Background: an optimization exercise with open tools, aiming at small area, a short achievable clock period and few clock cycles per item. Do not read the settings as production practice.
The RTL was checked by simulation tests, not by an equivalence proof against the original design.
No activity file was given, so power comes from the tool's default toggle rates.

==> flow/config.mk <==
export PLATFORM = sky130hd
export DESIGN_NAME = gf_alu
export DESIGN_NICKNAME = gf_alu
export VERILOG_FILES = /design/flow/design.v
export SDC_FILE = /design/flow/constraint.sdc
export NUM_CORES = 4
export LEC_CHECK = 0
export CAP_MARGIN = 20
export CORE_MARGIN = 2
export CORE_UTILIZATION = 30
export SETUP_SLACK_MARGIN = 2.0
export SLEW_MARGIN = 20
==> flow/constraint.sdc <==
create_clock -name core_clock -period 7.0 [get_ports {clk}]
set_input_delay 1.4000 -clock core_clock [delete_from_list [all_inputs] [get_ports {clk}]]
set_output_delay 1.4000 -clock core_clock [all_outputs]
set_load 0.01 [all_outputs]
==> flow/design.v <==
module gf_mul (
    input  wire       f10,
    input  wire [9:0] a,
    input  wire [9:0] b,
    output wire [9:0] p
);
    reg [18:0] c;
    integer i;
    always @(*) begin
        c = 19'd0;
        for (i = 0; i < 10; i = i + 1)
            if (b[i]) c = c ^ ({9'd0, a} << i);
    end
    wire [9:0] r10, r8;
    gf_red10 u_r10 (.c(c),        .r(r10));
    gf_red8  u_r8  (.c(c[14:0]),  .r(r8));
    assign p = f10 ? r10 : r8;
endmodule
module gf_sq (
    input  wire       f10,
    input  wire [9:0] x,
    output wire [9:0] y
);
    reg [18:0] c;
    integer i;
    always @(*) begin
        c = 19'd0;
        for (i = 0; i < 10; i = i + 1)
            c[2 * i] = x[i];
    end
    wire [9:0] r10, r8;
    gf_red10 u_r10 (.c(c),        .r(r10));
    gf_red8  u_r8  (.c(c[14:0]),  .r(r8));
    assign y = f10 ? r10 : r8;
endmodule
module gf_red10 (
    input  wire [18:0] c,
    output wire [9:0]  r
);
    reg [18:0] t;
    integer i;
    always @(*) begin
        t = c;
        for (i = 18; i >= 10; i = i - 1)
            if (t[i]) t = t ^ (19'h409 << (i - 10));
    end
    assign r = t[9:0];
endmodule
module gf_red8 (
    input  wire [14:0] c,
    output wire [9:0]  r
);
    reg [14:0] t;
    integer i;
    always @(*) begin
        t = c;
        for (i = 14; i >= 8; i = i - 1)
            if (t[i]) t = t ^ (15'h11B << (i - 8));
    end
    assign r = {2'b00, t[7:0]};
endmodule
module gf8_exp_lo (
    input  wire [3:0] addr,
    output reg  [7:0] data
);
    always @(*) begin
        case (addr)
            4'h0: data = 8'h01;
            4'h1: data = 8'h03;
            4'h2: data = 8'h05;
            4'h3: data = 8'h0F;
            4'h4: data = 8'h11;
            4'h5: data = 8'h33;
            4'h6: data = 8'h55;
            4'h7: data = 8'hFF;
            4'h8: data = 8'h1A;
            4'h9: data = 8'h2E;
            4'hA: data = 8'h72;
            4'hB: data = 8'h96;
            4'hC: data = 8'hA1;
            4'hD: data = 8'hF8;
            4'hE: data = 8'h13;
            4'hF: data = 8'h35;
            default: data = 8'h00;
        endcase
    end
endmodule
module gf8_exp_hi (
    input  wire [3:0] addr,
    output reg  [7:0] data
);
    always @(*) begin
        case (addr)
            4'h0: data = 8'h01;
            4'h1: data = 8'h5F;
            4'h2: data = 8'hE5;
            4'h3: data = 8'h53;
            4'h4: data = 8'h4C;
            4'h5: data = 8'h83;
            4'h6: data = 8'hB5;
            4'h7: data = 8'hFE;
            4'h8: data = 8'hFB;
            4'h9: data = 8'hC3;
            4'hA: data = 8'h9F;
            4'hB: data = 8'h9B;
            4'hC: data = 8'hFC;
            4'hD: data = 8'h45;
            4'hE: data = 8'h12;
            4'hF: data = 8'h39;
            default: data = 8'h00;
        endcase
    end
endmodule
module gf8_log_rom (
    input  wire [7:0] addr,
    output wire [7:0] data
);
  wire new_n17, new_n18, new_n19, new_n20, new_n21, new_n22, new_n23,
    new_n24, new_n25, new_n26, new_n27, new_n28, new_n29, new_n30, new_n31,
    new_n32, new_n33, new_n34, new_n35, new_n36, new_n37, new_n38, new_n39,
    new_n40, new_n41, new_n42, new_n43, new_n44, new_n45, new_n46, new_n47,
    new_n48, new_n49, new_n50, new_n51, new_n52, new_n53, new_n54, new_n55,
    new_n56, new_n57, new_n58, new_n59, new_n60, new_n61, new_n62, new_n63,
    new_n64, new_n65, new_n66, new_n67, new_n68, new_n69, new_n70, new_n71,
    new_n72, new_n73, new_n74, new_n75, new_n76, new_n77, new_n78, new_n79,
    new_n80, new_n81, new_n82, new_n83, new_n84, new_n85, new_n86, new_n87,
    new_n88, new_n89, new_n90, new_n91, new_n92, new_n93, new_n94, new_n95,
    new_n96, new_n97, new_n98, new_n99, new_n100, new_n101, new_n102,
    new_n103, new_n104, new_n105, new_n106, new_n107, new_n108, new_n109,
    new_n110, new_n111, new_n112, new_n113, new_n114, new_n115, new_n116,
    new_n117, new_n118, new_n119, new_n120, new_n121, new_n122, new_n123,
    new_n124, new_n125, new_n126, new_n127, new_n128, new_n129, new_n130,
    new_n131, new_n132, new_n133, new_n134, new_n135, new_n136, new_n137,
    new_n138, new_n139, new_n140, new_n141, new_n142, new_n143, new_n144,
    new_n145, new_n146, new_n147, new_n148, new_n149, new_n150, new_n151,
    new_n152, new_n154, new_n155, new_n156, new_n157, new_n158, new_n159,
    new_n160, new_n161, new_n162, new_n163, new_n164, new_n165, new_n166,
    new_n167, new_n168, new_n169, new_n170, new_n171, new_n172, new_n173,
    new_n174, new_n175, new_n176, new_n177, new_n178, new_n179, new_n180,
    new_n181, new_n182, new_n183, new_n184, new_n185, new_n186, new_n187,
    new_n188, new_n189, new_n190, new_n191, new_n192, new_n193, new_n194,
    new_n195, new_n196, new_n197, new_n198, new_n199, new_n200, new_n201,
    new_n202, new_n203, new_n204, new_n205, new_n206, new_n207, new_n208,
    new_n209, new_n210, new_n211, new_n212, new_n213, new_n214, new_n215,
    new_n216, new_n217, new_n218, new_n219, new_n220, new_n221, new_n222,
    new_n223, new_n224, new_n225, new_n226, new_n227, new_n228, new_n229,
    new_n230, new_n231, new_n232, new_n233, new_n234, new_n235, new_n236,
    new_n237, new_n238, new_n239, new_n240, new_n241, new_n242, new_n243,
    new_n244, new_n245, new_n246, new_n247, new_n248, new_n249, new_n251,
    new_n252, new_n253, new_n254, new_n255, new_n256, new_n257, new_n258,
    new_n259, new_n260, new_n261, new_n262, new_n263, new_n264, new_n265,
    new_n266, new_n267, new_n268, new_n269, new_n270, new_n271, new_n272,
    new_n273, new_n274, new_n275, new_n276, new_n277, new_n278, new_n279,
    new_n280, new_n281, new_n282, new_n283, new_n284, new_n285, new_n286,
    new_n287, new_n288, new_n289, new_n290, new_n291, new_n292, new_n293,
    new_n294, new_n295, new_n296, new_n297, new_n298, new_n299, new_n300,
    new_n301, new_n302, new_n303, new_n304, new_n305, new_n306, new_n307,
    new_n308, new_n309, new_n310, new_n311, new_n312, new_n313, new_n314,
    new_n315, new_n316, new_n317, new_n318, new_n319, new_n320, new_n321,
    new_n322, new_n323, new_n324, new_n325, new_n326, new_n327, new_n328,
    new_n330, new_n331, new_n332, new_n333, new_n334, new_n335, new_n336,
    new_n337, new_n338, new_n339, new_n340, new_n341, new_n342, new_n343,
    new_n344, new_n345, new_n346, new_n347, new_n348, new_n349, new_n350,
    new_n351, new_n352, new_n353, new_n354, new_n355, new_n356, new_n357,
    new_n358, new_n359, new_n360, new_n361, new_n362, new_n363, new_n364,
    new_n365, new_n366, new_n367, new_n368, new_n369, new_n370, new_n371,
    new_n372, new_n373, new_n374, new_n375, new_n376, new_n377, new_n378,
    new_n379, new_n380, new_n381, new_n382, new_n383, new_n384, new_n385,
    new_n386, new_n387, new_n388, new_n389, new_n390, new_n391, new_n392,
    new_n393, new_n395, new_n396, new_n397, new_n398, new_n399, new_n400,
    new_n401, new_n402, new_n403, new_n404, new_n405, new_n406, new_n407,
    new_n408, new_n409, new_n410, new_n411, new_n412, new_n413, new_n414,
    new_n415, new_n416, new_n417, new_n418, new_n419, new_n420, new_n421,
    new_n422, new_n423, new_n424, new_n425, new_n426, new_n427, new_n428,
    new_n429, new_n430, new_n431, new_n432, new_n433, new_n434, new_n435,
    new_n436, new_n437, new_n438, new_n439, new_n440, new_n441, new_n442,
    new_n443, new_n444, new_n445, new_n446, new_n447, new_n448, new_n449,
    new_n450, new_n451, new_n453, new_n454, new_n455, new_n456, new_n457,
    new_n458, new_n459, new_n460, new_n461, new_n462, new_n463, new_n464,
    new_n465, new_n466, new_n467, new_n468, new_n469, new_n470, new_n471,
    new_n472, new_n473, new_n474, new_n475, new_n476, new_n477, new_n478,
    new_n479, new_n480, new_n481, new_n482, new_n483, new_n484, new_n485,
    new_n486, new_n487, new_n488, new_n489, new_n490, new_n491, new_n492,
    new_n493, new_n494, new_n495, new_n496, new_n497, new_n498, new_n499,
    new_n500, new_n501, new_n502, new_n503, new_n504, new_n505, new_n506,
    new_n507, new_n508, new_n509, new_n510, new_n511, new_n512, new_n513,
    new_n514, new_n516, new_n517, new_n518, new_n519, new_n520, new_n521,
    new_n522, new_n523, new_n524, new_n525, new_n526, new_n527, new_n528,
    new_n529, new_n530, new_n531, new_n532, new_n533, new_n534, new_n535,
    new_n536, new_n537, new_n538, new_n539, new_n540, new_n541, new_n542,
    new_n543, new_n544, new_n545, new_n546, new_n547, new_n548, new_n549,
    new_n550, new_n551, new_n552, new_n553, new_n554, new_n555, new_n556,
    new_n557, new_n558, new_n559, new_n560, new_n561, new_n562, new_n563,
    new_n564, new_n565, new_n566, new_n567, new_n568, new_n569, new_n570,
    new_n571, new_n572, new_n573, new_n574, new_n575, new_n576, new_n578,
    new_n579, new_n580, new_n581, new_n582, new_n583, new_n584, new_n585,
    new_n586, new_n587, new_n588, new_n589, new_n590, new_n591, new_n592,
    new_n593, new_n594, new_n595, new_n596, new_n597, new_n598, new_n599,
    new_n600, new_n601, new_n602, new_n603, new_n604, new_n605, new_n606,
    new_n607, new_n608, new_n609, new_n610, new_n611, new_n612, new_n613,
    new_n614, new_n615, new_n616, new_n617, new_n618, new_n619, new_n620,
    new_n621, new_n622, new_n623, new_n624, new_n625, new_n626, new_n627,
    new_n628, new_n629, new_n630, new_n631, new_n632, new_n633, new_n634;
  assign new_n17 = addr[0] & addr[1];
  assign new_n18 = addr[3] & ~new_n17;
  assign new_n19 = ~addr[1] & addr[2];
  assign new_n20 = new_n18 & ~new_n19;
  assign new_n21 = addr[1] & ~addr[2];
  assign new_n22 = new_n20 & ~new_n21;
  assign new_n23 = ~addr[2] & ~addr[3];
  assign new_n24 = addr[1] & new_n23;
  assign new_n25 = ~addr[3] & ~new_n21;
  assign new_n26 = ~addr[0] & ~addr[2];
  assign new_n27 = addr[0] & addr[2];
  assign new_n28 = ~new_n26 & ~new_n27;
  assign new_n29 = new_n25 & new_n28;
  assign new_n30 = ~new_n24 & ~new_n29;
  assign new_n31 = ~addr[0] & ~addr[1];
  assign new_n32 = ~new_n17 & ~new_n31;
  assign new_n33 = ~addr[0] & addr[2];
  assign new_n34 = ~addr[3] & ~new_n33;
  assign new_n35 = ~new_n32 & new_n34;
  assign new_n36 = ~new_n30 & ~new_n35;
  assign new_n37 = addr[4] & ~new_n36;
  assign new_n38 = ~new_n22 & new_n37;
  assign new_n39 = ~addr[2] & ~new_n31;
  assign new_n40 = new_n20 & ~new_n39;
  assign new_n41 = ~new_n18 & new_n39;
  assign new_n42 = ~addr[4] & ~new_n41;
  assign new_n43 = ~new_n40 & new_n42;
  assign new_n44 = ~addr[5] & ~new_n43;
  assign new_n45 = ~new_n38 & new_n44;
  assign new_n46 = ~addr[3] & ~new_n26;
  assign new_n47 = addr[1] & addr[2];
  assign new_n48 = addr[0] & ~addr[1];
  assign new_n49 = ~new_n47 & ~new_n48;
  assign new_n50 = new_n46 & new_n49;
  assign new_n51 = ~addr[4] & ~new_n50;
  assign new_n52 = addr[3] & ~new_n26;
  assign new_n53 = new_n32 & new_n52;
  assign new_n54 = new_n51 & ~new_n53;
  assign new_n55 = addr[2] & addr[3];
  assign new_n56 = addr[1] & new_n55;
  assign new_n57 = addr[4] & ~new_n56;
  assign new_n58 = addr[2] & ~addr[3];
  assign new_n59 = new_n17 & ~new_n58;
  assign new_n60 = ~addr[2] & addr[3];
  assign new_n61 = ~addr[1] & ~new_n60;
  assign new_n62 = ~new_n59 & ~new_n61;
  assign new_n63 = new_n57 & new_n62;
  assign new_n64 = addr[5] & ~new_n63;
  assign new_n65 = ~new_n54 & new_n64;
  assign new_n66 = ~new_n45 & ~new_n65;
  assign new_n67 = ~addr[7] & ~new_n66;
  assign new_n68 = addr[0] & addr[3];
  assign new_n69 = ~new_n21 & new_n68;
  assign new_n70 = addr[4] & ~new_n69;
  assign new_n71 = ~addr[1] & new_n60;
  assign new_n72 = new_n70 & ~new_n71;
  assign new_n73 = addr[0] & ~addr[2];
  assign new_n74 = ~addr[3] & ~new_n47;
  assign new_n75 = ~new_n73 & new_n74;
  assign new_n76 = new_n72 & ~new_n75;
  assign new_n77 = ~addr[4] & ~new_n55;
  assign new_n78 = addr[2] & new_n32;
  assign new_n79 = new_n46 & ~new_n78;
  assign new_n80 = new_n77 & ~new_n79;
  assign new_n81 = addr[5] & ~new_n80;
  assign new_n82 = ~new_n76 & new_n81;
  assign new_n83 = new_n48 & new_n58;
  assign new_n84 = new_n25 & ~new_n83;
  assign new_n85 = addr[4] & ~new_n84;
  assign new_n86 = addr[1] & addr[3];
  assign new_n87 = ~new_n26 & new_n86;
  assign new_n88 = new_n85 & ~new_n87;
  assign new_n89 = ~addr[0] & new_n74;
  assign new_n90 = ~addr[4] & ~new_n89;
  assign new_n91 = ~new_n52 & ~new_n86;
  assign new_n92 = new_n90 & new_n91;
  assign new_n93 = ~addr[5] & ~new_n92;
  assign new_n94 = ~new_n88 & new_n93;
  assign new_n95 = ~new_n82 & ~new_n94;
  assign new_n96 = addr[7] & ~new_n95;
  assign new_n97 = addr[6] & ~new_n96;
  assign new_n98 = ~new_n67 & new_n97;
  assign new_n99 = addr[3] & ~new_n28;
  assign new_n100 = ~addr[0] & addr[1];
  assign new_n101 = addr[3] & new_n100;
  assign new_n102 = ~new_n99 & ~new_n101;
  assign new_n103 = addr[4] & new_n102;
  assign new_n104 = ~new_n29 & new_n103;
  assign new_n105 = addr[3] & new_n28;
  assign new_n106 = ~new_n31 & new_n105;
  assign new_n107 = ~addr[4] & ~new_n86;
  assign new_n108 = ~addr[3] & ~new_n27;
  assign new_n109 = ~addr[0] & new_n47;
  assign new_n110 = new_n32 & ~new_n109;
  assign new_n111 = new_n108 & ~new_n110;
  assign new_n112 = new_n107 & ~new_n111;
  assign new_n113 = ~new_n106 & new_n112;
  assign new_n114 = ~new_n104 & ~new_n113;
  assign new_n115 = addr[5] & ~new_n114;
  assign new_n116 = ~addr[1] & ~addr[2];
  assign new_n117 = ~addr[3] & ~new_n116;
  assign new_n118 = ~new_n27 & ~new_n48;
  assign new_n119 = ~addr[4] & new_n118;
  assign new_n120 = ~new_n117 & new_n119;
  assign new_n121 = ~addr[5] & ~new_n120;
  assign new_n122 = new_n28 & new_n74;
  assign new_n123 = new_n61 & ~new_n68;
  assign new_n124 = ~new_n122 & new_n123;
  assign new_n125 = addr[4] & ~new_n59;
  assign new_n126 = ~new_n124 & new_n125;
  assign new_n127 = new_n121 & ~new_n126;
  assign new_n128 = addr[7] & ~new_n127;
  assign new_n129 = ~new_n115 & new_n128;
  assign new_n130 = ~new_n19 & ~new_n21;
  assign new_n131 = ~addr[0] & new_n130;
  assign new_n132 = addr[3] & new_n118;
  assign new_n133 = ~new_n130 & ~new_n132;
  assign new_n134 = ~new_n131 & ~new_n133;
  assign new_n135 = ~addr[4] & ~new_n134;
  assign new_n136 = addr[4] & ~new_n20;
  assign new_n137 = addr[1] & ~new_n28;
  assign new_n138 = new_n136 & ~new_n137;
  assign new_n139 = addr[5] & ~new_n138;
  assign new_n140 = ~new_n135 & new_n139;
  assign new_n141 = ~addr[4] & ~new_n24;
  assign new_n142 = new_n68 & ~new_n130;
  assign new_n143 = addr[3] & ~new_n142;
  assign new_n144 = new_n141 & ~new_n143;
  assign new_n145 = ~new_n31 & new_n58;
  assign new_n146 = new_n70 & ~new_n145;
  assign new_n147 = ~new_n144 & ~new_n146;
  assign new_n148 = ~addr[5] & ~new_n147;
  assign new_n149 = ~addr[7] & ~new_n148;
  assign new_n150 = ~new_n140 & new_n149;
  assign new_n151 = ~addr[6] & ~new_n150;
  assign new_n152 = ~new_n129 & new_n151;
  assign data[0] = ~new_n98 & ~new_n152;
  assign new_n154 = ~addr[1] & addr[3];
  assign new_n155 = ~addr[4] & ~new_n154;
  assign new_n156 = ~addr[3] & ~new_n83;
  assign new_n157 = ~new_n131 & new_n156;
  assign new_n158 = ~addr[3] & ~new_n157;
  assign new_n159 = new_n155 & ~new_n158;
  assign new_n160 = new_n18 & new_n39;
  assign new_n161 = addr[4] & ~new_n160;
  assign new_n162 = addr[0] & new_n74;
  assign new_n163 = addr[2] & ~new_n17;
  assign new_n164 = ~addr[3] & new_n163;
  assign new_n165 = ~new_n162 & ~new_n164;
  assign new_n166 = new_n161 & new_n165;
  assign new_n167 = ~addr[5] & ~new_n166;
  assign new_n168 = ~new_n159 & new_n167;
  assign new_n169 = addr[3] & ~new_n100;
  assign new_n170 = new_n49 & new_n169;
  assign new_n171 = ~addr[3] & ~new_n49;
  assign new_n172 = ~new_n170 & ~new_n171;
  assign new_n173 = ~addr[4] & ~new_n172;
  assign new_n174 = ~new_n27 & new_n154;
  assign new_n175 = addr[4] & ~new_n174;
  assign new_n176 = ~new_n157 & new_n175;
  assign new_n177 = addr[5] & ~new_n176;
  assign new_n178 = ~new_n173 & new_n177;
  assign new_n179 = ~addr[6] & ~new_n178;
  assign new_n180 = ~new_n168 & new_n179;
  assign new_n181 = ~new_n21 & ~new_n34;
  assign new_n182 = ~new_n52 & new_n181;
  assign new_n183 = ~new_n41 & ~new_n182;
  assign new_n184 = addr[4] & ~new_n183;
  assign new_n185 = ~new_n17 & new_n34;
  assign new_n186 = ~addr[4] & ~new_n185;
  assign new_n187 = new_n18 & ~new_n116;
  assign new_n188 = new_n186 & ~new_n187;
  assign new_n189 = ~addr[5] & ~new_n188;
  assign new_n190 = ~new_n184 & new_n189;
  assign new_n191 = addr[0] & ~addr[3];
  assign new_n192 = ~addr[2] & new_n191;
  assign new_n193 = ~new_n69 & ~new_n192;
  assign new_n194 = ~addr[0] & ~new_n19;
  assign new_n195 = new_n25 & new_n194;
  assign new_n196 = new_n193 & ~new_n195;
  assign new_n197 = addr[4] & ~new_n196;
  assign new_n198 = ~addr[0] & ~new_n116;
  assign new_n199 = ~addr[3] & ~new_n198;
  assign new_n200 = ~addr[4] & ~new_n71;
  assign new_n201 = ~new_n99 & new_n200;
  assign new_n202 = ~new_n199 & new_n201;
  assign new_n203 = ~new_n197 & ~new_n202;
  assign new_n204 = addr[5] & ~new_n203;
  assign new_n205 = addr[6] & ~new_n204;
  assign new_n206 = ~new_n190 & new_n205;
  assign new_n207 = ~new_n180 & ~new_n206;
  assign new_n208 = addr[7] & ~new_n207;
  assign new_n209 = ~new_n41 & new_n57;
  assign new_n210 = ~new_n69 & new_n209;
  assign new_n211 = new_n52 & ~new_n78;
  assign new_n212 = ~new_n116 & new_n191;
  assign new_n213 = ~addr[4] & ~new_n212;
  assign new_n214 = ~new_n211 & new_n213;
  assign new_n215 = ~addr[5] & ~new_n214;
  assign new_n216 = ~new_n210 & new_n215;
  assign new_n217 = ~addr[3] & ~new_n19;
  assign new_n218 = ~addr[0] & ~new_n25;
  assign new_n219 = new_n217 & ~new_n218;
  assign new_n220 = ~new_n164 & ~new_n174;
  assign new_n221 = new_n27 & ~new_n154;
  assign new_n222 = new_n220 & ~new_n221;
  assign new_n223 = ~new_n219 & new_n222;
  assign new_n224 = ~addr[4] & ~new_n223;
  assign new_n225 = ~new_n73 & new_n161;
  assign new_n226 = addr[5] & ~new_n225;
  assign new_n227 = ~new_n224 & new_n226;
  assign new_n228 = ~new_n216 & ~new_n227;
  assign new_n229 = addr[6] & ~new_n228;
  assign new_n230 = new_n32 & new_n34;
  assign new_n231 = new_n103 & ~new_n230;
  assign new_n232 = ~new_n58 & ~new_n60;
  assign new_n233 = addr[1] & ~new_n232;
  assign new_n234 = ~addr[4] & ~new_n233;
  assign new_n235 = ~addr[1] & new_n28;
  assign new_n236 = new_n232 & new_n235;
  assign new_n237 = new_n234 & ~new_n236;
  assign new_n238 = addr[5] & ~new_n237;
  assign new_n239 = ~new_n231 & new_n238;
  assign new_n240 = ~addr[2] & ~addr[4];
  assign new_n241 = ~new_n18 & new_n240;
  assign new_n242 = addr[1] & new_n191;
  assign new_n243 = addr[4] & ~new_n242;
  assign new_n244 = ~addr[5] & ~new_n243;
  assign new_n245 = ~new_n241 & new_n244;
  assign new_n246 = ~addr[6] & ~new_n245;
  assign new_n247 = ~new_n239 & new_n246;
  assign new_n248 = ~new_n229 & ~new_n247;
  assign new_n249 = ~addr[7] & ~new_n248;
  assign data[1] = ~new_n208 & ~new_n249;
  assign new_n251 = ~new_n58 & new_n137;
  assign new_n252 = ~addr[4] & ~new_n162;
  assign new_n253 = ~new_n251 & new_n252;
  assign new_n254 = ~new_n25 & ~new_n198;
  assign new_n255 = addr[4] & ~new_n254;
  assign new_n256 = new_n33 & ~new_n154;
  assign new_n257 = new_n255 & ~new_n256;
  assign new_n258 = ~addr[5] & ~new_n257;
  assign new_n259 = ~new_n253 & new_n258;
  assign new_n260 = ~new_n109 & new_n200;
  assign new_n261 = ~new_n28 & new_n217;
  assign new_n262 = new_n68 & ~new_n116;
  assign new_n263 = addr[5] & ~new_n262;
  assign new_n264 = ~new_n261 & new_n263;
  assign new_n265 = ~new_n260 & new_n264;
  assign new_n266 = ~new_n259 & ~new_n265;
  assign new_n267 = ~addr[6] & ~new_n266;
  assign new_n268 = addr[0] & new_n25;
  assign new_n269 = ~new_n105 & ~new_n268;
  assign new_n270 = addr[4] & ~new_n269;
  assign new_n271 = ~new_n32 & new_n52;
  assign new_n272 = ~new_n195 & new_n200;
  assign new_n273 = ~new_n271 & new_n272;
  assign new_n274 = addr[5] & ~new_n273;
  assign new_n275 = ~new_n270 & new_n274;
  assign new_n276 = ~addr[4] & ~new_n56;
  assign new_n277 = ~new_n122 & new_n276;
  assign new_n278 = ~addr[1] & ~addr[3];
  assign new_n279 = ~new_n48 & ~new_n278;
  assign new_n280 = new_n57 & new_n279;
  assign new_n281 = ~new_n277 & ~new_n280;
  assign new_n282 = ~addr[5] & ~new_n281;
  assign new_n283 = addr[6] & ~new_n282;
  assign new_n284 = ~new_n275 & new_n283;
  assign new_n285 = ~new_n267 & ~new_n284;
  assign new_n286 = addr[7] & ~new_n285;
  assign new_n287 = new_n47 & new_n191;
  assign new_n288 = ~new_n53 & ~new_n287;
  assign new_n289 = ~addr[4] & ~new_n288;
  assign new_n290 = ~addr[5] & ~new_n289;
  assign new_n291 = ~new_n55 & new_n100;
  assign new_n292 = addr[3] & ~new_n194;
  assign new_n293 = ~new_n291 & ~new_n292;
  assign new_n294 = addr[4] & new_n293;
  assign new_n295 = new_n290 & ~new_n294;
  assign new_n296 = ~new_n199 & ~new_n271;
  assign new_n297 = addr[4] & ~new_n296;
  assign new_n298 = new_n25 & ~new_n194;
  assign new_n299 = addr[1] & new_n68;
  assign new_n300 = new_n77 & ~new_n299;
  assign new_n301 = ~new_n298 & new_n300;
  assign new_n302 = addr[5] & ~new_n301;
  assign new_n303 = ~new_n297 & new_n302;
  assign new_n304 = ~new_n295 & ~new_n303;
  assign new_n305 = ~addr[6] & ~new_n304;
  assign new_n306 = ~addr[0] & new_n19;
  assign new_n307 = ~new_n137 & ~new_n306;
  assign new_n308 = ~new_n71 & new_n141;
  assign new_n309 = new_n307 & new_n308;
  assign new_n310 = new_n25 & ~new_n78;
  assign new_n311 = addr[4] & ~new_n261;
  assign new_n312 = addr[3] & new_n19;
  assign new_n313 = new_n311 & ~new_n312;
  assign new_n314 = ~new_n310 & new_n313;
  assign new_n315 = ~new_n309 & ~new_n314;
  assign new_n316 = addr[5] & ~new_n315;
  assign new_n317 = ~new_n83 & ~new_n218;
  assign new_n318 = new_n107 & new_n317;
  assign new_n319 = ~new_n55 & ~new_n132;
  assign new_n320 = addr[1] & new_n46;
  assign new_n321 = addr[4] & ~new_n320;
  assign new_n322 = new_n319 & new_n321;
  assign new_n323 = ~new_n318 & ~new_n322;
  assign new_n324 = ~addr[5] & ~new_n323;
  assign new_n325 = addr[6] & ~new_n324;
  assign new_n326 = ~new_n316 & new_n325;
  assign new_n327 = ~new_n305 & ~new_n326;
  assign new_n328 = ~addr[7] & ~new_n327;
  assign data[2] = ~new_n286 & ~new_n328;
  assign new_n330 = ~new_n19 & new_n132;
  assign new_n331 = ~addr[4] & ~new_n330;
  assign new_n332 = ~new_n142 & new_n331;
  assign new_n333 = ~new_n100 & new_n332;
  assign new_n334 = addr[4] & ~new_n132;
  assign new_n335 = ~new_n187 & new_n334;
  assign new_n336 = ~new_n212 & new_n335;
  assign new_n337 = ~addr[5] & ~new_n336;
  assign new_n338 = ~new_n333 & new_n337;
  assign new_n339 = addr[1] & ~new_n34;
  assign new_n340 = ~new_n73 & ~new_n339;
  assign new_n341 = new_n77 & ~new_n340;
  assign new_n342 = new_n57 & ~new_n230;
  assign new_n343 = addr[5] & ~new_n342;
  assign new_n344 = ~new_n341 & new_n343;
  assign new_n345 = ~addr[6] & ~new_n344;
  assign new_n346 = ~new_n338 & new_n345;
  assign new_n347 = new_n37 & ~new_n142;
  assign new_n348 = ~addr[4] & ~new_n100;
  assign new_n349 = new_n340 & new_n348;
  assign new_n350 = new_n121 & ~new_n349;
  assign new_n351 = ~new_n347 & new_n350;
  assign new_n352 = ~new_n117 & ~new_n142;
  assign new_n353 = new_n348 & ~new_n352;
  assign new_n354 = addr[4] & ~new_n26;
  assign new_n355 = ~new_n25 & new_n354;
  assign new_n356 = addr[5] & ~new_n355;
  assign new_n357 = ~new_n353 & new_n356;
  assign new_n358 = addr[6] & ~new_n357;
  assign new_n359 = ~new_n351 & new_n358;
  assign new_n360 = ~new_n346 & ~new_n359;
  assign new_n361 = ~addr[7] & ~new_n360;
  assign new_n362 = ~new_n145 & new_n332;
  assign new_n363 = new_n28 & new_n217;
  assign new_n364 = ~new_n299 & ~new_n363;
  assign new_n365 = new_n161 & new_n364;
  assign new_n366 = ~addr[5] & ~new_n365;
  assign new_n367 = ~new_n362 & new_n366;
  assign new_n368 = addr[3] & new_n110;
  assign new_n369 = ~addr[4] & ~new_n368;
  assign new_n370 = ~new_n320 & new_n369;
  assign new_n371 = ~new_n52 & ~new_n100;
  assign new_n372 = ~new_n75 & new_n371;
  assign new_n373 = addr[4] & ~new_n291;
  assign new_n374 = ~new_n372 & new_n373;
  assign new_n375 = addr[5] & ~new_n374;
  assign new_n376 = ~new_n370 & new_n375;
  assign new_n377 = ~new_n367 & ~new_n376;
  assign new_n378 = addr[6] & ~new_n377;
  assign new_n379 = ~new_n111 & ~new_n154;
  assign new_n380 = new_n161 & new_n379;
  assign new_n381 = ~new_n20 & ~new_n56;
  assign new_n382 = new_n186 & new_n381;
  assign new_n383 = ~addr[5] & ~new_n382;
  assign new_n384 = ~new_n380 & new_n383;
  assign new_n385 = ~new_n145 & ~new_n368;
  assign new_n386 = addr[4] & ~new_n385;
  assign new_n387 = ~new_n219 & new_n331;
  assign new_n388 = addr[5] & ~new_n387;
  assign new_n389 = ~new_n386 & new_n388;
  assign new_n390 = ~new_n384 & ~new_n389;
  assign new_n391 = ~addr[6] & ~new_n390;
  assign new_n392 = addr[7] & ~new_n391;
  assign new_n393 = ~new_n378 & new_n392;
  assign data[3] = ~new_n361 & ~new_n393;
  assign new_n395 = addr[3] & new_n163;
  assign new_n396 = ~new_n36 & ~new_n395;
  assign new_n397 = new_n90 & ~new_n396;
  assign new_n398 = new_n31 & ~new_n232;
  assign new_n399 = new_n209 & ~new_n398;
  assign new_n400 = ~new_n397 & ~new_n399;
  assign new_n401 = ~addr[5] & ~new_n400;
  assign new_n402 = ~new_n157 & new_n369;
  assign new_n403 = new_n311 & ~new_n330;
  assign new_n404 = addr[5] & ~new_n403;
  assign new_n405 = ~new_n402 & new_n404;
  assign new_n406 = ~new_n401 & ~new_n405;
  assign new_n407 = ~addr[7] & ~new_n406;
  assign new_n408 = new_n23 & ~new_n100;
  assign new_n409 = new_n335 & ~new_n408;
  assign new_n410 = ~new_n130 & ~new_n191;
  assign new_n411 = new_n77 & new_n410;
  assign new_n412 = ~addr[5] & ~new_n411;
  assign new_n413 = ~new_n409 & new_n412;
  assign new_n414 = ~new_n78 & new_n243;
  assign new_n415 = new_n39 & ~new_n68;
  assign new_n416 = new_n155 & ~new_n415;
  assign new_n417 = addr[5] & ~new_n416;
  assign new_n418 = ~new_n414 & new_n417;
  assign new_n419 = addr[7] & ~new_n418;
  assign new_n420 = ~new_n413 & new_n419;
  assign new_n421 = ~new_n407 & ~new_n420;
  assign new_n422 = addr[6] & ~new_n421;
  assign new_n423 = ~new_n50 & ~new_n75;
  assign new_n424 = ~addr[4] & ~new_n271;
  assign new_n425 = new_n423 & new_n424;
  assign new_n426 = addr[4] & ~new_n154;
  assign new_n427 = ~new_n53 & new_n426;
  assign new_n428 = ~new_n425 & ~new_n427;
  assign new_n429 = addr[5] & ~new_n428;
  assign new_n430 = addr[4] & new_n28;
  assign new_n431 = new_n364 & new_n430;
  assign new_n432 = ~addr[4] & new_n198;
  assign new_n433 = ~addr[5] & ~new_n432;
  assign new_n434 = ~new_n431 & new_n433;
  assign new_n435 = ~new_n429 & ~new_n434;
  assign new_n436 = ~addr[7] & ~new_n435;
  assign new_n437 = new_n30 & new_n72;
  assign new_n438 = new_n90 & new_n102;
  assign new_n439 = addr[5] & ~new_n438;
  assign new_n440 = ~new_n437 & new_n439;
  assign new_n441 = ~new_n48 & new_n58;
  assign new_n442 = ~new_n73 & ~new_n441;
  assign new_n443 = new_n155 & ~new_n442;
  assign new_n444 = ~addr[0] & new_n25;
  assign new_n445 = new_n70 & ~new_n444;
  assign new_n446 = ~new_n443 & ~new_n445;
  assign new_n447 = ~addr[5] & ~new_n446;
  assign new_n448 = addr[7] & ~new_n447;
  assign new_n449 = ~new_n440 & new_n448;
  assign new_n450 = ~new_n436 & ~new_n449;
  assign new_n451 = ~addr[6] & ~new_n450;
  assign data[4] = ~new_n422 & ~new_n451;
  assign new_n453 = ~new_n89 & ~new_n287;
  assign new_n454 = ~new_n26 & new_n154;
  assign new_n455 = new_n453 & ~new_n454;
  assign new_n456 = addr[4] & ~new_n455;
  assign new_n457 = new_n348 & new_n410;
  assign new_n458 = ~new_n456 & ~new_n457;
  assign new_n459 = ~addr[5] & ~new_n458;
  assign new_n460 = ~new_n107 & ~new_n234;
  assign new_n461 = new_n61 & ~new_n193;
  assign new_n462 = ~new_n218 & ~new_n461;
  assign new_n463 = ~new_n460 & ~new_n462;
  assign new_n464 = addr[4] & ~new_n235;
  assign new_n465 = ~new_n84 & new_n464;
  assign new_n466 = addr[5] & ~new_n465;
  assign new_n467 = ~new_n463 & new_n466;
  assign new_n468 = ~new_n459 & ~new_n467;
  assign new_n469 = ~addr[7] & ~new_n468;
  assign new_n470 = new_n243 & ~new_n262;
  assign new_n471 = ~addr[4] & ~new_n183;
  assign new_n472 = ~new_n470 & ~new_n471;
  assign new_n473 = ~addr[5] & ~new_n89;
  assign new_n474 = ~new_n472 & new_n473;
  assign new_n475 = ~new_n191 & new_n232;
  assign new_n476 = ~new_n17 & ~new_n475;
  assign new_n477 = ~addr[4] & ~new_n476;
  assign new_n478 = ~new_n35 & new_n70;
  assign new_n479 = addr[5] & ~new_n478;
  assign new_n480 = ~new_n477 & new_n479;
  assign new_n481 = addr[7] & ~new_n480;
  assign new_n482 = ~new_n474 & new_n481;
  assign new_n483 = ~new_n469 & ~new_n482;
  assign new_n484 = ~addr[6] & ~new_n483;
  assign new_n485 = ~addr[2] & ~new_n455;
  assign new_n486 = addr[4] & ~new_n78;
  assign new_n487 = ~new_n485 & new_n486;
  assign new_n488 = new_n107 & new_n220;
  assign new_n489 = addr[5] & ~new_n488;
  assign new_n490 = ~new_n487 & new_n489;
  assign new_n491 = new_n334 & new_n453;
  assign new_n492 = ~new_n298 & new_n319;
  assign new_n493 = new_n107 & ~new_n492;
  assign new_n494 = ~new_n491 & ~new_n493;
  assign new_n495 = ~addr[5] & ~new_n494;
  assign new_n496 = addr[7] & ~new_n495;
  assign new_n497 = ~new_n490 & new_n496;
  assign new_n498 = addr[4] & ~new_n395;
  assign new_n499 = ~new_n86 & ~new_n278;
  assign new_n500 = ~addr[2] & ~new_n499;
  assign new_n501 = new_n498 & ~new_n500;
  assign new_n502 = ~addr[4] & ~new_n278;
  assign new_n503 = ~new_n143 & new_n502;
  assign new_n504 = addr[5] & ~new_n503;
  assign new_n505 = ~new_n501 & new_n504;
  assign new_n506 = ~new_n48 & ~new_n339;
  assign new_n507 = new_n161 & ~new_n506;
  assign new_n508 = new_n51 & ~new_n299;
  assign new_n509 = ~addr[5] & ~new_n508;
  assign new_n510 = ~new_n507 & new_n509;
  assign new_n511 = ~addr[7] & ~new_n510;
  assign new_n512 = ~new_n505 & new_n511;
  assign new_n513 = addr[6] & ~new_n512;
  assign new_n514 = ~new_n497 & new_n513;
  assign data[5] = new_n484 | new_n514;
  assign new_n516 = ~addr[0] & ~new_n278;
  assign new_n517 = addr[4] & ~new_n47;
  assign new_n518 = ~new_n516 & new_n517;
  assign new_n519 = ~new_n299 & ~new_n306;
  assign new_n520 = ~new_n460 & new_n519;
  assign new_n521 = ~new_n518 & ~new_n520;
  assign new_n522 = ~addr[1] & new_n192;
  assign new_n523 = addr[5] & ~new_n522;
  assign new_n524 = ~new_n521 & new_n523;
  assign new_n525 = new_n136 & ~new_n157;
  assign new_n526 = ~new_n17 & new_n52;
  assign new_n527 = ~new_n108 & ~new_n526;
  assign new_n528 = ~addr[4] & ~new_n19;
  assign new_n529 = ~new_n46 & new_n528;
  assign new_n530 = ~new_n527 & new_n529;
  assign new_n531 = ~addr[5] & ~new_n530;
  assign new_n532 = ~new_n525 & new_n531;
  assign new_n533 = ~addr[6] & ~new_n532;
  assign new_n534 = ~new_n524 & new_n533;
  assign new_n535 = ~new_n36 & ~new_n142;
  assign new_n536 = ~addr[4] & ~new_n535;
  assign new_n537 = addr[5] & ~new_n527;
  assign new_n538 = ~new_n536 & new_n537;
  assign new_n539 = new_n193 & new_n317;
  assign new_n540 = new_n498 & ~new_n539;
  assign new_n541 = new_n107 & ~new_n441;
  assign new_n542 = ~addr[5] & ~new_n541;
  assign new_n543 = ~new_n540 & new_n542;
  assign new_n544 = addr[6] & ~new_n543;
  assign new_n545 = ~new_n538 & new_n544;
  assign new_n546 = ~new_n534 & ~new_n545;
  assign new_n547 = addr[7] & ~new_n546;
  assign new_n548 = addr[3] & new_n307;
  assign new_n549 = ~addr[4] & ~new_n287;
  assign new_n550 = ~new_n548 & new_n549;
  assign new_n551 = ~new_n169 & new_n311;
  assign new_n552 = ~addr[5] & ~new_n551;
  assign new_n553 = ~new_n550 & new_n552;
  assign new_n554 = addr[4] & ~new_n195;
  assign new_n555 = ~new_n106 & new_n554;
  assign new_n556 = ~new_n68 & new_n200;
  assign new_n557 = ~new_n310 & new_n556;
  assign new_n558 = addr[5] & ~new_n557;
  assign new_n559 = ~new_n555 & new_n558;
  assign new_n560 = ~addr[6] & ~new_n559;
  assign new_n561 = ~new_n553 & new_n560;
  assign new_n562 = ~new_n78 & new_n293;
  assign new_n563 = new_n276 & ~new_n562;
  assign new_n564 = ~new_n163 & new_n255;
  assign new_n565 = ~new_n563 & ~new_n564;
  assign new_n566 = ~addr[5] & ~new_n565;
  assign new_n567 = addr[4] & new_n423;
  assign new_n568 = ~addr[4] & ~new_n99;
  assign new_n569 = ~new_n164 & new_n568;
  assign new_n570 = ~new_n567 & ~new_n569;
  assign new_n571 = addr[5] & ~new_n101;
  assign new_n572 = ~new_n570 & new_n571;
  assign new_n573 = addr[6] & ~new_n572;
  assign new_n574 = ~new_n566 & new_n573;
  assign new_n575 = ~new_n561 & ~new_n574;
  assign new_n576 = ~addr[7] & ~new_n575;
  assign data[6] = ~new_n547 & ~new_n576;
  assign new_n578 = new_n141 & ~new_n287;
  assign new_n579 = new_n102 & new_n578;
  assign new_n580 = ~new_n21 & new_n373;
  assign new_n581 = ~new_n410 & new_n580;
  assign new_n582 = addr[5] & ~new_n581;
  assign new_n583 = ~new_n579 & new_n582;
  assign new_n584 = ~new_n31 & new_n442;
  assign new_n585 = addr[4] & ~new_n584;
  assign new_n586 = ~addr[4] & new_n163;
  assign new_n587 = ~new_n171 & new_n586;
  assign new_n588 = ~addr[5] & ~new_n587;
  assign new_n589 = ~new_n585 & new_n588;
  assign new_n590 = ~new_n583 & ~new_n589;
  assign new_n591 = addr[6] & ~new_n590;
  assign new_n592 = addr[3] & ~new_n307;
  assign new_n593 = new_n85 & ~new_n592;
  assign new_n594 = new_n218 & new_n499;
  assign new_n595 = ~addr[4] & ~new_n221;
  assign new_n596 = ~new_n594 & new_n595;
  assign new_n597 = addr[5] & ~new_n596;
  assign new_n598 = ~new_n593 & new_n597;
  assign new_n599 = addr[0] & ~new_n74;
  assign new_n600 = new_n464 & ~new_n599;
  assign new_n601 = ~addr[4] & new_n372;
  assign new_n602 = ~addr[5] & ~new_n601;
  assign new_n603 = ~new_n600 & new_n602;
  assign new_n604 = ~new_n598 & ~new_n603;
  assign new_n605 = ~addr[6] & ~new_n604;
  assign new_n606 = addr[7] & ~new_n605;
  assign new_n607 = ~new_n591 & new_n606;
  assign new_n608 = ~new_n86 & new_n194;
  assign new_n609 = addr[0] & new_n55;
  assign new_n610 = ~new_n23 & ~new_n609;
  assign new_n611 = ~new_n608 & new_n610;
  assign new_n612 = addr[4] & ~new_n611;
  assign new_n613 = ~new_n19 & ~new_n609;
  assign new_n614 = new_n51 & new_n613;
  assign new_n615 = addr[5] & ~new_n614;
  assign new_n616 = ~new_n612 & new_n615;
  assign new_n617 = ~new_n330 & new_n347;
  assign new_n618 = new_n181 & new_n348;
  assign new_n619 = ~addr[5] & ~new_n618;
  assign new_n620 = ~new_n617 & new_n619;
  assign new_n621 = ~new_n616 & ~new_n620;
  assign new_n622 = addr[6] & ~new_n621;
  assign new_n623 = ~new_n516 & ~new_n527;
  assign new_n624 = new_n136 & ~new_n623;
  assign new_n625 = new_n290 & ~new_n624;
  assign new_n626 = new_n70 & ~new_n100;
  assign new_n627 = ~new_n192 & new_n528;
  assign new_n628 = ~new_n160 & new_n627;
  assign new_n629 = ~new_n626 & ~new_n628;
  assign new_n630 = addr[5] & ~new_n629;
  assign new_n631 = ~addr[6] & ~new_n630;
  assign new_n632 = ~new_n625 & new_n631;
  assign new_n633 = ~addr[7] & ~new_n632;
  assign new_n634 = ~new_n622 & new_n633;
  assign data[7] = ~new_n607 & ~new_n634;
endmodule
module gf_alu (
    input  wire        clk,
    input  wire        rst,
    input  wire        start,
    input  wire [7:0]  op,
    input  wire [31:0] a,
    input  wire [31:0] b,
    output wire        ready,
    output reg         done,
    output wire [31:0] result,
    output reg         err,
    output wire [7:0]  errcode
);
    localparam [2:0] C_ADD  = 3'd0;    
    localparam [2:0] C_MUL  = 3'd1;    
    localparam [2:0] C_LOG  = 3'd2;    
    localparam [2:0] C_INV8 = 3'd3;    
    localparam [2:0] C_POW  = 3'd4;    
    localparam [2:0] C_LOOP = 3'd5;    
    localparam [2:0] C_ERRZ = 3'd6;    
    localparam [2:0] C_ILL  = 3'd7;    
    reg        errz;
    reg  [9:0] res;
    assign result  = {22'd0, res};
    assign errcode = {3'b000, err, 3'b000, errz};
    reg        v1;          
    reg  [2:0] cls;
    reg        f10;         
    reg  [9:0] p, q;        
    reg  [9:0] s;           
    reg  [9:0] c;           
    reg  [9:0] x;           
    reg  [1:0] cnt;         
    wire last    = (cls != C_INV8) && (cls != C_POW) && !((cls == C_LOOP) && (cnt != 2'd0));
    assign ready = ~v1 | last;
    wire accept  = start & ready;
    wire       fin = op[5];                     
    wire [9:0] am  = {a[9:8] & {2{fin}}, a[7:0]};
    wire [9:0] bm  = {b[9:8] & {2{fin}}, b[7:0]};
    wire       a8z  = (a[7:0] == 8'd0);
    wire       a10z = a8z & (a[9:8] == 2'd0);
    wire [9:0] a2;
    gf_sq u_sqa (.f10(fin), .x(am), .y(a2));
    wire       inv8 = v1 & (cls == C_INV8);
    wire [7:0] log_p;
    wire [7:0] ek = inv8 ? ~log_p : a[7:0];     
    wire [7:0] exp_lo, exp_hi;
    gf8_exp_lo u_lo (.addr(ek[3:0]), .data(exp_lo));
    gf8_exp_hi u_hi (.addr(ek[7:4]), .data(exp_hi));
    wire [9:0] u10 = b[9:0], v10 = b[19:10], w10 = b[29:20], z10 = {8'd0, b[31:30]};
    wire [9:0] s10a = u10 ^ v10 ^ w10;
    wire [9:0] k10a = (u10 & v10) | (u10 & w10) | (v10 & w10);
    wire [9:0] c10a = {k10a[8:0], k10a[9]};
    wire [9:0] s10  = s10a ^ c10a ^ z10;
    wire [9:0] k10b = (s10a & c10a) | (s10a & z10) | (c10a & z10);
    wire [9:0] c10  = {k10b[8:0], k10b[9]};
    wire [7:0] u8 = b[7:0], v8 = b[15:8], w8 = b[23:16], z8 = b[31:24];
    wire [7:0] s8a = u8 ^ v8 ^ w8;
    wire [7:0] k8a = (u8 & v8) | (u8 & w8) | (v8 & w8);
    wire [7:0] c8a = {k8a[6:0], k8a[7]};
    wire [7:0] s8  = s8a ^ c8a ^ z8;
    wire [7:0] k8b = (s8a & c8a) | (s8a & z8) | (c8a & z8);
    wire [7:0] c8  = {k8b[6:0], k8b[7]};
    reg [2:0] cls_in;
    reg [9:0] p_in, q_in, s_in, c_in;
    always @(*) begin
        p_in = am;
        q_in = bm;
        s_in = fin ? s10 : {s8, 2'b00};
        c_in = fin ? c10 : {c8, 2'b00};
        case (op)
            8'h10, 8'h20: begin cls_in = C_ADD; p_in = am ^ bm; end
            8'h11, 8'h21: cls_in = C_MUL;
            8'h14: begin
                cls_in = C_MUL;
                p_in   = {2'b00, exp_lo};
                q_in   = {2'b00, exp_hi};
            end
            8'h15: cls_in = a8z ? C_ERRZ : C_LOG;
            8'h12: cls_in = a8z ? C_ERRZ : C_INV8;
            8'h13, 8'h23: begin cls_in = C_POW; q_in = a2; end
            8'h22: begin
                cls_in = a10z ? C_ERRZ : C_POW;
                q_in   = a2;
                s_in   = 10'd1022;
                c_in   = 10'd0;
            end
            default: cls_in = C_ILL;
        endcase
    end
    wire       loop = (cls == C_LOOP);
    wire [9:0] p2, p4, x2;
    gf_sq u_sq1 (.f10(f10), .x(p),  .y(p2));
    gf_sq u_sq2 (.f10(f10), .x(p2), .y(p4));
    gf_sq u_sqx (.f10(f10), .x(x),  .y(x2));
    wire [9:0] mp;
    gf_mul u_mul (.f10(f10), .a(loop ? p4 : p), .b(q), .p(mp));
    gf8_log_rom u_log (.addr(p[7:0]), .data(log_p));
    wire [10:0] es = {1'b0, s} + {1'b0, c};
    wire [9:0]  e  = es[9:0] + {7'd0, es[10] & ~f10, 1'b0, es[10] & f10};
    reg [9:0] p_first, q_first;
    always @(*) begin
        case (e[9:8])
            2'd0:    p_first = 10'd1;
            2'd1:    p_first = p;
            2'd2:    p_first = q;
            default: p_first = mp;
        endcase
        case (e[7:6])
            2'd0:    q_first = 10'd1;
            2'd1:    q_first = p;
            2'd2:    q_first = q;
            default: q_first = mp;
        endcase
    end
    reg [9:0] q_loop;
    always @(*) begin
        case (s[9:8])
            2'd0:    q_loop = 10'd1;
            2'd1:    q_loop = x;
            2'd2:    q_loop = x2;
            default: q_loop = c;
        endcase
    end
    always @(posedge clk) begin
        if (rst) begin
            v1   <= 1'b0;
            done <= 1'b0;
        end else begin
            done <= 1'b0;
            if (v1) begin
                if (last) begin
                    v1   <= 1'b0;
                    done <= 1'b1;
                    err  <= (cls == C_ERRZ) || (cls == C_ILL);
                    errz <= (cls == C_ERRZ);
                end
                case (cls)
                    C_ADD:  res <= p;
                    C_MUL:  res <= mp;
                    C_LOG:  res <= {2'b00, log_p};
                    C_INV8: begin
                        p   <= {2'b00, exp_lo};
                        q   <= {2'b00, exp_hi};
                        cls <= C_MUL;
                    end
                    C_POW: begin
                        x   <= p;
                        c   <= mp;
                        p   <= p_first;
                        q   <= q_first;
                        s   <= {e[5:0], 4'd0};
                        cnt <= f10 ? 2'd3 : 2'd2;
                        cls <= C_LOOP;
                    end
                    C_LOOP: begin
                        res <= mp;
                        p   <= mp;
                        q   <= q_loop;
                        s   <= {s[7:0], 2'b00};
                        cnt <= cnt - 2'd1;
                    end
                    default: res <= 10'd0;
                endcase
            end
            if (accept) begin
                v1  <= 1'b1;
                cls <= cls_in;
                f10 <= fin;
                p   <= p_in;
                q   <= q_in;
                s   <= s_in;
                c   <= c_in;
            end
        end
    end
endmodule
==> flow/run.sh <==
#!/bin/bash
# synth_recipe.tcl (not shown) runs the flow's synth.tcl, then flattens the netlist and writes it again
# the make line also repeats each setting of config.mk as NAME=value (left out here)
make -C /OpenROAD-flow-scripts/flow DESIGN_CONFIG=/design/flow/config.mk WORK_HOME=/design/flow/orfs CLKGATE_MAP_FILE= SYNTH_SCRIPT=/design/flow/synth_recipe.tcl finish
==> results of run 1 <==
[area by class of cell]
cell class / instances / area, sq um / area share [%]
Sequential cell: 70 / 2080 / 16.0
Clock inverter: 7 / 76.3 / 0.586
Tap cell: 511 / 639 / 4.91
Timing Repair Buffer: 104 / 978 / 7.51
Clock buffer: 9 / 225 / 1.73
Multi-Input combinational cell: 1230 / 8780 / 67.4
Inverter: 64 / 240 / 1.84
[state kept, by name, indices dropped and copies added (netlist names)]
name  flops
c        10
cls       3
cnt       2
done      1
err       1
errz      1
f10       1
p        10
q        10
res      10
s        10
v1        1
x        10
[worst min-delay path: cells and delay by family, from the launching register on]
kind | cells | cell delay [ns]
AO/OA/AOI/OAI | 1 | 0.14
flip-flops | 1 | 0.35
AND/OR/NAND/NOR | 1 | 0.04
[metal layers]
metal	global-route usage, %	part of all wire [%]	up-vias
li1	-	-	5277
met1	28.5	39	5581
met2	35.5	45	856
met3	3.05	11	169
met4	10.8	5.5	0
met5	0	0	-
[final timing paths]
| path | startpoint | endpoint | cells after the start |
|---|---|---|---|
| worst max register to register | p[2]$_DFFE_PP_ | q[0]$_DFFE_PP_ | 16 |
| worst min register to register | v1$_SDFF_PP0_ | v1$_SDFF_PP0_ | 2 |
| worst min-delay path | v1$_SDFF_PP0_ | v1$_SDFF_PP0_ | 2 |
| worst max-delay path | p[2]$_DFFE_PP_ | q[0]$_DFFE_PP_ | 16 |
[report_power, final]
part / total (mW) / leakage, nW / internal [mW] / switching, mW
Combinational: 2.47 / 4.26 / 0.951 / 1.52
Clock: 0.470 / 0.149 / 0.254 / 0.216
Sequential: 0.596 / 0.643 / 0.538 / 0.0575
Total: 3.54 / 5.05 / 1.74 / 1.80
[cell families (layout without fill, tap and decap cells)]
| family | after synthesis | in the layout | share of synthesized area, % |
|---|---|---|---|
| mux | 38 | 38 | 3.62 |
| fa+ha+maj | 79 | 79 | 10.5 |
| xor+xnor | 157 | 157 | 15.0 |
| other cells | 1 | 28 | 0.0327 |
| flops | 70 | 70 | 18.2 |
| compound gates | 442 | 442 | 25.7 |
| buf+inv | 208 | 184 | 8.02 |
| simple gates | 486 | 486 | 19.0 |
[metrics by stage]
stage	hold slack, ns	instances	power [mW]	area (sq um)
global route	0.615	1995	3.68	13000
finish	0.578	1995	3.54	13000
CTS	0.597	1986	3.42	12800
floorplan	0.421	1508	2.16	11600
detailed placement	0.590	1965	2.92	12400
global placement	0.545	1965	2.91	12400
[Yosys cell counts, types with 19 or more instances]
master | n | area [sq um]
nand2_1 | 208 | 781
nor2_1 | 119 | 447
a21oi_1 | 111 | 556
o21ai_0 | 91 | 455
clkbuf_1 | 88 | 330
xnor2_1 | 87 | 762
edfxtp_1 | 68 | 2040
inv_1 | 61 | 229
ha_1 | 50 | 626
xor2_1 | 45 | 394
nand3_1 | 43 | 215
a31oi_1 | 30 | 188
buf_4 | 30 | 225
mux2i_1 | 30 | 300
fa_1 | 29 | 581
nor3_1 | 22 | 110
a221oi_1 | 21 | 184
o211ai_1 | 19 | 143
[placed cells by master (no fill, tap or decap), types with 7 or more instances in the layout]
cell	synthesis	routed
clkbuf_16	0	9
conb_1	1	28
buf_4	30	32
nand2b_1	14	14
xnor2_1	87	82
and2_1	10	10
nor2b_1	18	18
o21ai_0	91	88
nor2_1	119	118
o21bai_1	7	7
nand2_1	208	208
mux2i_1	30	27
edfxtp_1	68	68
fa_1	29	29
a21o_1	11	11
clkdlybuf4s50_1	0	67
a31oi_1	30	27
a221oi_1	21	21
ha_1	50	48
nor4_1	7	7
o211ai_1	19	19
inv_1	61	61
o311ai_0	13	13
or3_1	8	8
nand3_1	43	42
nor3_1	22	19
o221ai_1	11	11
a2111oi_0	7	7
a32oi_1	9	9
o22ai_1	7	7
a21oi_1	111	105
o31ai_1	15	15
xor2_1	45	45
a22oi_1	10	10
o21a_1	10	9
xnor3_1	17	17
a311oi_1	8	7
[repair_timing]
item | in CTS | in global routing
buffers inserted | 5 | 8
cloned | 0 | 1
setup endpoints to repair | 28 | 43
resized for setup | 12 | 28
pin swaps | 1 | 4
==> metrics.csv, run 1 <==
metric,value,unit
status,"complete, no violations",
die height,200,microns
Reg2Reg Setup Slack,2.08,ns
Worst slew margin,29.6,%
count of final hold-check violations,0,
Crit Path Max Fanout,11,
Top delay family on crit path,compound AO/OA/AOI/OAI gates,
CP Capture Type,register,
most frequent CP cell,nand2_1,
Root Buffer,clkbuf_16,
CP arrival,5.00,ns
part of the cycle the worst path needs,70.3,%
P_leak,5.05,nW
Critical Path RT,7.08,ns
Clock Tree Buf Depth,2,
Post-synth top flop,edfxtp_1,
Final WS setup,2.08,ns
routed wire length,44.2,mm
crit start category,register,
Initial DRC Count,1728,
Placement Rows,71,
clock latency on the worst-skew pair,0.35,ns
pin count of the biggest net entering global routing,81,
final core occ,34.6,%
vias in the first global route,11200,
min cycle time layout,4.92,ns
Layout area overhead,13.5,%
GRT Total Usage,21.9,%
routed length per placed instance,22.2,microns
Vias,11900,
setup TNS,0,ns
hold buffers post-CTS,0,
I/O Buffers,67,
H-tree depth,3,
number of setup violations in the final report,0,
Achievable Freq,203,MHz
Post-Synthesis Cells,1481,
Final Max Tran Viols,0,
worst path bufs/invs,2,
Via density,5.96,
global route overflow,0,
crit-path cells,inv_1 > ha_1 > or3b_2 > o2bb2ai_2 > nand2_1 > a21oi_1 > mux4_2 > nand2_1 > o21ai_1 > o21ai_2 > inv_1 > ha_1 > nand2_1 > o211ai_1 > a221oi_1 > a21oi_1,
maximum VDD drop,0.155,mV
mean area per synthesized cell,7.75,sq um
pre-CTS WS,1.63,ns
"Seq/Total Area, Yosys",18.2,%
layout cells sized above 1,7.68,%
TritonCTS Sinks,70,
Hold Path Class,reg -> reg,
worst-margin pin slew,1.05,ns
Pwr Density,272,nW/um^2
slowest library cell on the worst path,or3b_2,
Ports,118,
HPWL Detailed,32.4,mm
unrepaired setup endpoints after global routing,no,
initial antenna violation count,0,
DR DRC count,0,
Placer Congestion,0.995,
remaining antenna violation count,0,
CTS tree,yes,
Yosys cell types,91,
Core Area,37700,sq um
n_diodes,0,
CP Class,reg -> reg,
Total Nets Final,1633,
maxcap violations,0,
total CTS buffers,9,
Fill cells,3996,
ys async rst share,0,%
"Clk pin slew, worst setup/hold paths",0.07,ns
Initial Util,30.5,%
synthesized cell area,11500,sq um
first-pass GRT wire length,66.6,mm
Die Area,39800,sq um
Ys Warns,7,
First-pass DRT Iterations,8,
clk_skew,0.0134,ns
delay of the slowest critical-path stage,0.53,ns
die width,200,microns
Synth Register Bits,70,
number of enable flip-flop cells after synthesis,68,
Testbench counts, summed over its fixed seeds: cycles 5,162, items 3,200.
==> run 2: changes to the inputs <==
--- a/flow/config.mk
+++ b/flow/config.mk
@@ -9,4 +9,4 @@
 export CORE_MARGIN = 2
 export CORE_UTILIZATION = 30
-export SETUP_SLACK_MARGIN = 2.0
+export SETUP_SLACK_MARGIN = 2.8
 export SLEW_MARGIN = 20
==> run 2 against run 1 <==
Compared with the run above: via count grew 4.2%; highest routed layer unchanged; sequential power hardly changed; clock power decreased by 3%; clock skew fell by 0.0011 ns; critical endpoint is now p[4]$_DFFE_PP_; still clean; final cell count is 4.2% higher; maximum frequency rose by 7.3%; register-to-register slack better by 0.34 ns; largest cell class unchanged; synthesized area stayed put; count of clock-buffer cells in the layout unchanged; combinational power rose by 28%; utilization rose by 4.0 points.
==> metrics.csv, run 2 <==
metric,value,unit
Root Buffer,clkbuf_16,
First-pass DRT Iterations,6,
Total Nets Final,1716,
ys async rst share,0,%
Flop pwr share,14.2,%
Placer Congestion,1.01,
Core Area,37700,sq um
Switching Share,49.1,%
pin count of the biggest net entering global routing,53,
"Seq/Total Area, Yosys",18.2,%
Post-synth top flop,edfxtp_1,
Via density,5.96,
Clock Tree Buf Depth,2,
largest cells by area after synthesis,"edfxtp_1 (18%), nand2_1 (6.8%), xnor2_1 (6.6%)",
Synth top area share,17.8,%
Hold Path Class,reg -> reg,
"commonest non-fill, non-tap cell in the layout",nand2_1,
Ys Warns,7,
Vias,12400,
Comb power frac,74.9,%
Synth top cells by count,"nand2_1 (208), nor2_1 (119), a21oi_1 (111), o21ai_0 (91), clkbuf_1 (88)",
routed length per placed instance,22.5,microns
die height,200,microns
TritonCTS Sinks,70,
"Clk pin slew, worst setup/hold paths",0.07,ns
min cycle time layout,4.59,ns
number of setup violations in the final report,0,
CP arrival,4.68,ns
remaining antenna violation count,0,
most frequent cells in the layout,"nand2_1 (205), nor2_1 (113), a21oi_1 (100)",
Worst slew margin,33.5,%
maximum VDD drop,0.258,mV
Crit Path Max Fanout,6,
placed instance count,1965,
clk_skew,0.0124,ns
Initial DRC Count,1789,
routed wire length,46.7,mm
status,"complete, no violations",
clock latency on the worst-skew pair,0.35,ns
count of final hold-check violations,0,
Placement Rows,71,
H-tree depth,3,
worst-margin pin slew,0.997,ns
number of enable flip-flop cells after synthesis,68,
"area leader, netlist",edfxtp_1,
Critical Path RT,7.09,ns
Placed Area,12400,sq um
internal power,2.15,mW
initial antenna violation count,0,
vias in the first global route,11600,
Synth Register Bits,70,
Achievable Freq,218,MHz
Post-Synthesis Cells,1481,
first-pass GRT wire length,68.6,mm
CTS tree,yes,
Layout area overhead,26.8,%
part of the cycle the worst path needs,65.5,%
Final Max Tran Viols,0,
layout cells sized above 1,18.2,%
Pwr Density,290,nW/um^2
GRT Total Usage,22.6,%
CP Class,reg -> reg,
maxcap violations,0,
crit start category,register,
synthesized cell area,11500,sq um
total CTS buffers,9,
Yosys cell types,91,
DR DRC count,0,
HPWL Detailed,32.2,mm
die width,200,microns
fin cells,2078,
P_leak,5.63,nW
global route overflow,0,
post-route cell area,14500,sq um
hold buffers post-CTS,0,
delay of the slowest critical-path stage,0.50,ns
n_diodes,0,
crit-path cells,buf_6 > xnor3_2 > o31a_1 > or2_4 > nand2_2 > xor3_1 > xnor3_1 > xor3_2 > xnor3_1 > mux2i_4 > xor2_2 > and2_1 > o32a_1,
Clock Power Share,10.9,%
Psw,2.07,mW
setup TNS,0,ns
Initial Util,30.5,%
Die Area,39800,sq um
"count leader, synth",nand2_1,
slowest library cell on the worst path,edfxtp_1,
most frequent CP cell,xnor3_1,
CP Capture Type,register,
I/O Buffers,67,
Ports,118,
unrepaired setup endpoints after global routing,yes,
mean area per synthesized cell,7.75,sq um
==> run 2: cell counts after synthesis <==
No cell type changed its count.
==> run 2: cells by family (layout without fill, tap and decap cells) <==
kind of cell	after synthesis	after routing	synth area share [%]
flops	70	70	18.2
mux	38	38	3.62
buf+inv	208	266	8.02
compound gates	442	442	25.7
fa+ha+maj	79	79	10.5
xor+xnor	157	157	15.0
other cells	1	28	0.0327
simple gates	486	487	19.0
==> run 2: worst paths after layout <==
check | slack, ns | cells after the start | startpoint | end
setup / recovery | 2.41 | 13 | p[3]$_DFFE_PP_ | p[4]$_DFFE_PP_
hold / removal | 0.61 | 2 | v1$_SDFF_PP0_ | v1$_SDFF_PP0_
setup reg to reg | 2.41 | 13 | p[3]$_DFFE_PP_ | p[4]$_DFFE_PP_
hold reg to reg | 0.61 | 2 | v1$_SDFF_PP0_ | v1$_SDFF_PP0_
==> run 2: worst max-delay path, delay by kind of cell (launching register included) <==
family / cells / cell delay [ns]
flip-flops: 1 / 0.50
AO/OA/AOI/OAI: 2 / 0.63
multiplexers: 1 / 0.29
AND/OR/NAND/NOR: 3 / 0.56
buffers and inverters: 1 / 0.17
XOR/XNOR: 6 / 2.18
==> run 2: power by group through the flow <==
stage	clock network (mW)	registers, mW	logic, mW
after floorplan	0	0.568	1.61
after global placement	0	0.608	2.30
after detailed placement	0	0.608	2.31
after CTS	0.462	0.596	2.65
after global routing	0.476	0.600	3.30
final	0.458	0.599	3.16
==> run 2: cell type report <==
type / count / area (sq um)
fill: 3841 / 23100
multi-input combinational: 1231 / 9450
sequential: 70 / 2080
timing repair buffer: 186 / 1820
tap: 511 / 639
inverter: 64 / 251
clock buffer: 9 / 225
clock inverter: 7 / 76.3
==> run 2: repair_timing <==
item                                    in CTS  in global routing
endpoints found under the setup margin      63                 58
resized for setup                          101                 95
gates cloned                                 3                  1
pin swaps                                   29                 49
buffers inserted                            50                 43
==> run 2: metal layers <==
| metal | global-route usage, % | share of wire, % |
|---|---|---|
| met5 | 0 | 0 |
| met2 | 36.2 | 45 |
| met1 | 28.8 | 38 |
| met3 | 4.64 | 11 |
| met4 | 11.0 | 5.3 |
==> run 2: through the flow <==
stage	total power [mW]	hold slack (ns)	util, %	setup slack [ns]
floorplan	2.18	0.421	-	2.80
global placement	2.91	0.560	33.0	1.80
detailed placement	2.91	0.593	33.0	1.79
CTS	3.71	0.603	36.4	2.50
global route	4.38	0.618	38.6	2.17
finish	4.22	0.607	38.6	2.41

-- afterwards: timing with drivers on the ports --
How much do the figures lean on ideal ports? The routed layouts below were timed once more, with nothing changed but the port constraints. Step 1 (the two cells are an assumption about what drives the block):
set clk [get_ports {clk}]
set_driving_cell -lib_cell sky130_fd_sc_hd__clkbuf_16 $clk
set_driving_cell -lib_cell sky130_fd_sc_hd__buf_2 [delete_from_list [all_inputs] $clk]
Step 2 also shifts input and output timing later by t, the mid clock arrival at the registers, as if the neighbouring blocks saw the same clock. a / b / c = ideal / step 1 / step 2; a / b = the first two.
| run | t, ns | slack for setup (ns) | worst setup path at the end |
|---|---|---|---|
| run 1 | 0.391 | 2.077 / 2.077 / 2.077 | register to register |
| run 2 | 0.395 | 2.414 / 2.414 / 2.414 | register to register |
After both steps setup and hold are still met in every run listed.
